From an optimization exercise on the open Yosys and OpenROAD flow, aimed at small area, a short achievable clock period and few clock cycles per item; shortcuts taken in it are not production practice. At most, simulation tests tie the RTL to the original design; equivalence was not proved. No activity file was given, so power comes from the tool's default toggle rates.

==> flow/design.v <==
module s16_decoder (
    input  wire        clk,
    input  wire        rst,         
    input  wire        in_valid,
    output wire        in_ready,
    input  wire [31:0] in_word,
    input  wire        in_first,    
    input  wire [15:0] in_len,      
    output reg         out_valid,
    input  wire        out_ready,
    output reg  [27:0] out_value,
    output reg         out_last
);
    function automatic [4:0] width_from_end(input [3:0] s, input [4:0] l);
        begin
            case (s)
                0:  width_from_end = 1;
                1:  width_from_end = (l < 14) ? 1 : 2;
                2:  width_from_end = (l < 7) ? 1 : (l < 14) ? 2 : 1;
                3:  width_from_end = (l < 7) ? 2 : 1;
                4:  width_from_end = 2;
                5:  width_from_end = (l < 8) ? 3 : 4;
                6:  width_from_end = (l < 3) ? 3 : (l < 7) ? 4 : 3;
                7:  width_from_end = 4;
                8:  width_from_end = (l < 2) ? 4 : 5;
                9:  width_from_end = (l < 4) ? 5 : 4;
                10: width_from_end = (l < 2) ? 5 : 6;
                11: width_from_end = (l < 3) ? 6 : 5;
                12: width_from_end = 7;
                13: width_from_end = (l < 2) ? 9 : 10;
                14: width_from_end = 14;
                default: width_from_end = 28;
            endcase
        end
    endfunction
    function automatic [4:0] first_width(input [3:0] s);
        begin
            case (s)
                0, 2, 3: first_width = 1;
                1, 4:    first_width = 2;
                6:       first_width = 3;
                5, 7, 9: first_width = 4;
                8, 11:   first_width = 5;
                10:      first_width = 6;
                12:      first_width = 7;
                13:      first_width = 10;
                14:      first_width = 14;
                default: first_width = 28;
            endcase
        end
    endfunction
    function automatic [4:0] slots_less_one(input [3:0] s);
        begin
            case (s)
                0:  slots_less_one = 27;
                1, 2, 3: slots_less_one = 20;
                4:  slots_less_one = 13;
                5:  slots_less_one = 8;
                6:  slots_less_one = 7;
                7:  slots_less_one = 6;
                8, 9: slots_less_one = 5;
                10, 11: slots_less_one = 4;
                12: slots_less_one = 3;
                13: slots_less_one = 2;
                14: slots_less_one = 1;
                default: slots_less_one = 0;
            endcase
        end
    endfunction
    function automatic [4:0] slots_less_two(input [3:0] s);
        begin
            case (s)
                0:  slots_less_two = 26;
                1, 2, 3: slots_less_two = 19;
                4:  slots_less_two = 12;
                5:  slots_less_two = 7;
                6:  slots_less_two = 6;
                7:  slots_less_two = 5;
                8, 9: slots_less_two = 4;
                10, 11: slots_less_two = 3;
                12: slots_less_two = 2;
                13: slots_less_two = 1;
                default: slots_less_two = 0;
            endcase
        end
    endfunction
    reg        busy;      
    reg [27:0] data;      
    reg [3:0]  wp;        
    reg [3:0]  sel;       
    reg [4:0]  left;      
    reg [15:0] rc;        
    reg        fresh;
    wire [3:0] in_sel = in_word[31:28];
    wire [4:0] wb = width_from_end(sel, left);    
    wire [4:0] wa = first_width(in_sel);
    wire out_free = !out_valid || out_ready;
    assign in_ready = !busy;
    wire accept = in_valid && !busy;
    wire go     = out_free && (busy || in_valid);
    wire load   = accept && in_first;
    wire [27:0] sh1 = wp[0] ? {data[27],    data[27:1]} : data;
    wire [27:0] sh2 = wp[1] ? {sh1[27:26],  sh1[27:2]}  : sh1;
    wire [27:0] sh4 = wp[2] ? {sh2[27:24],  sh2[27:4]}  : sh2;
    wire [27:0] t   = wp[3] ? {sh4[27:18],  sh4[25:8]}  : sh4;
    wire [27:0] src = busy ? t : in_word[27:0];
    wire [3:0]  s   = in_sel;
    wire [27:0] ma;
    assign ma[0]     = 1'b1;
    assign ma[1]     = s[3] | s[2] | (!s[1] & s[0]);
    assign ma[2]     = s[3] | (s[2] & (s[1] | s[0]));
    assign ma[3]     = s[3] | (s[2] & s[0]);
    assign ma[4]     = s[3] & (s[2] | s[1] | !s[0]);
    assign ma[5]     = s[3] & (s[2] | (s[1] & !s[0]));
    assign ma[6]     = s[3] & s[2];
    assign ma[9:7]   = {3{s[3] & s[2] & (s[1] | s[0])}};
    assign ma[13:10] = {4{s[3] & s[2] & s[1]}};
    assign ma[27:14] = {14{&s}};
    wire [27:0] mb  = ~(28'hfffffff << wb);
    wire [27:0] v   = ({28{busy}} & mb & t) | ({28{!busy}} & ma & in_word[27:0]);
    wire rc_one   = fresh ? (rc == 16'd1) : (rc == 16'd2);
    wire list_end = load ? (in_len == 16'd1) : rc_one;
    wire word_end = list_end || (busy ? (left == 5'd0) : (in_sel == 4'd15));
    always @(posedge clk) begin
        if (rst) begin
            busy      <= 1'b0;
            out_valid <= 1'b0;
        end else begin
            if (out_ready)
                out_valid <= 1'b0;
            if (go) begin
                out_valid <= 1'b1;
                busy      <= !word_end;
            end else if (accept) begin
                busy      <= 1'b1;
            end
        end
        if (out_free) begin
            out_value <= v;
            out_last  <= list_end;
        end
        if (!busy || out_free)
            data <= src;
        if (!busy) begin
            sel  <= in_sel;
            wp   <= out_free ? wa[3:0] : 4'd0;
            left <= out_free ? slots_less_two(in_sel) : slots_less_one(in_sel);
        end else if (out_free) begin
            wp   <= wb[3:0];
            left <= left - 5'd1;
        end
        if (load)
            rc <= in_len;
        else if (go && !fresh)
            rc <= rc - 16'd1;
        if (go)
            fresh <= 1'b0;
        else if (load)
            fresh <= 1'b1;
    end
endmodule
Settings: LEC_CHECK=0, CAP_MARGIN=20, CORE_MARGIN=2, CORE_UTILIZATION=65, SLEW_MARGIN=20; clock period 8.0 ns.
standard.sh (not shown) runs the stock make flow with config.mk's settings and CLKGATE_MAP_FILE= SYNTH_SCRIPT=/design/flow/synth_recipe.tcl, a recipe that flattens the netlist after the stock synthesis.
==> flow/flow/run.sh <==
#!/bin/bash
set -euo pipefail
bash standard.sh \
  "BUFFER_PORTS_ARGS=-buffer_cell sky130_fd_sc_hd__buf_1" \
  "SETUP_SLACK_MARGIN=5.35" \
  "CTS_ARGS=-sink_clustering_enable -repair_clock_nets -buf_list sky130_fd_sc_hd__clkbuf_8 -sink_clustering_size 30 -dont_use_dummy_load" \
  finish > standard.log 2>&1
Testbench counts at the start, summed over its fixed seeds: cycles 33,211, items 33,203.
Next try:
--- a/flow/design.v
+++ b/flow/design.v
@@ -117,5 +117,18 @@
     assign ma[13:10] = {4{s[3] & s[2] & s[1]}};
     assign ma[27:14] = {14{&s}};
-    wire [27:0] mb  = ~(28'hfffffff << wb);
+    wire wb_ge3 = wb[4] | wb[3] | wb[2];
+    wire wb_ge9 = wb[4] | wb[3];
+    wire [27:0] mb;
+    assign mb[0]     = 1'b1;
+    assign mb[1]     = wb_ge3 | wb[1];
+    assign mb[2]     = wb_ge3 | (wb[1] & wb[0]);
+    assign mb[3]     = wb_ge3;
+    assign mb[4]     = wb_ge9 | (wb[2] & (wb[1] | wb[0]));
+    assign mb[5]     = wb_ge9 | (wb[2] & wb[1]);
+    assign mb[6]     = wb_ge9 | (wb[2] & wb[1] & wb[0]);
+    assign mb[8:7]   = {2{wb_ge9}};
+    assign mb[9]     = wb[4] | (wb[3] & wb[1]);
+    assign mb[13:10] = {4{wb[4] | (wb[3] & wb[2])}};
+    assign mb[27:14] = {14{wb[4]}};
     wire [27:0] v   = ({28{busy}} & mb & t) | ({28{!busy}} & ma & in_word[27:0]);
     wire rc_one   = fresh ? (rc == 16'd1) : (rc == 16'd2);
@@ -136,15 +149,15 @@
             end
         end
-        if (out_free) begin
+        if (go) begin
             out_value <= v;
             out_last  <= list_end;
         end
-        if (!busy || out_free)
+        if (!busy || go)
             data <= src;
         if (!busy) begin
             sel  <= in_sel;
-            wp   <= out_free ? wa[3:0] : 4'd0;
-            left <= out_free ? slots_less_two(in_sel) : slots_less_one(in_sel);
-        end else if (out_free) begin
+            wp   <= go ? wa[3:0] : 4'd0;
+            left <= go ? slots_less_two(in_sel) : slots_less_one(in_sel);
+        end else if (go) begin
             wp   <= wb[3:0];
             left <= left - 5'd1;
What happened: Setup slack improves by 0.035 ns. Worst hold slack gains 0.010 ns. Wire length climbs by 3.7%. Die area increases by 2.1%. Non-clock buffer count rose by 1. Power went up by 20%. Sequential power went up by 11%. Clock power climbs by about 2%. Global-route usage grows by 1.2 points. Area after synthesis climbs by 2.2%. Utilization goes down by 1.4 points. First-iteration DRC count went up by 30%. Fmax rose by 1.4%. Combinational power rose by about 40%.
For the second run of this note, only the layout was checked, not whether the RTL still works.

[what the ideal ports hide]
No port has a modelled driver above. Below, the same layouts with a new extraction and two added sets of constraints. Step 1, drivers: a clkbuf_16 drives clk and a buf_2 each remaining input, both assumed. Step 2 times the ports against the registers' clock, not the clock port: input delays grow and output delays shrink by t, the midpoint of the rising clock arrivals with the driver on. a / b / c = ideal ports / drivers / drivers and shift; a / b = the first two.
run	t (ns)	setup slack, ns	hold slack, ns	latest minus earliest clock arrival (ns)
the first run	0.388	5.355 / 5.365 / 4.978	0.529 / 0.529 / 0.529	0.032 / 0.031
the second run	0.395	5.390 / 5.355 / 5.008	0.539 / 0.539 / 0.539	0.034 / 0.035
After both steps every run listed still meets setup and hold. For the second run, which loses most, drivers alone change the setup slack by -0.035 ns; drivers and shift together by -0.382 ns.
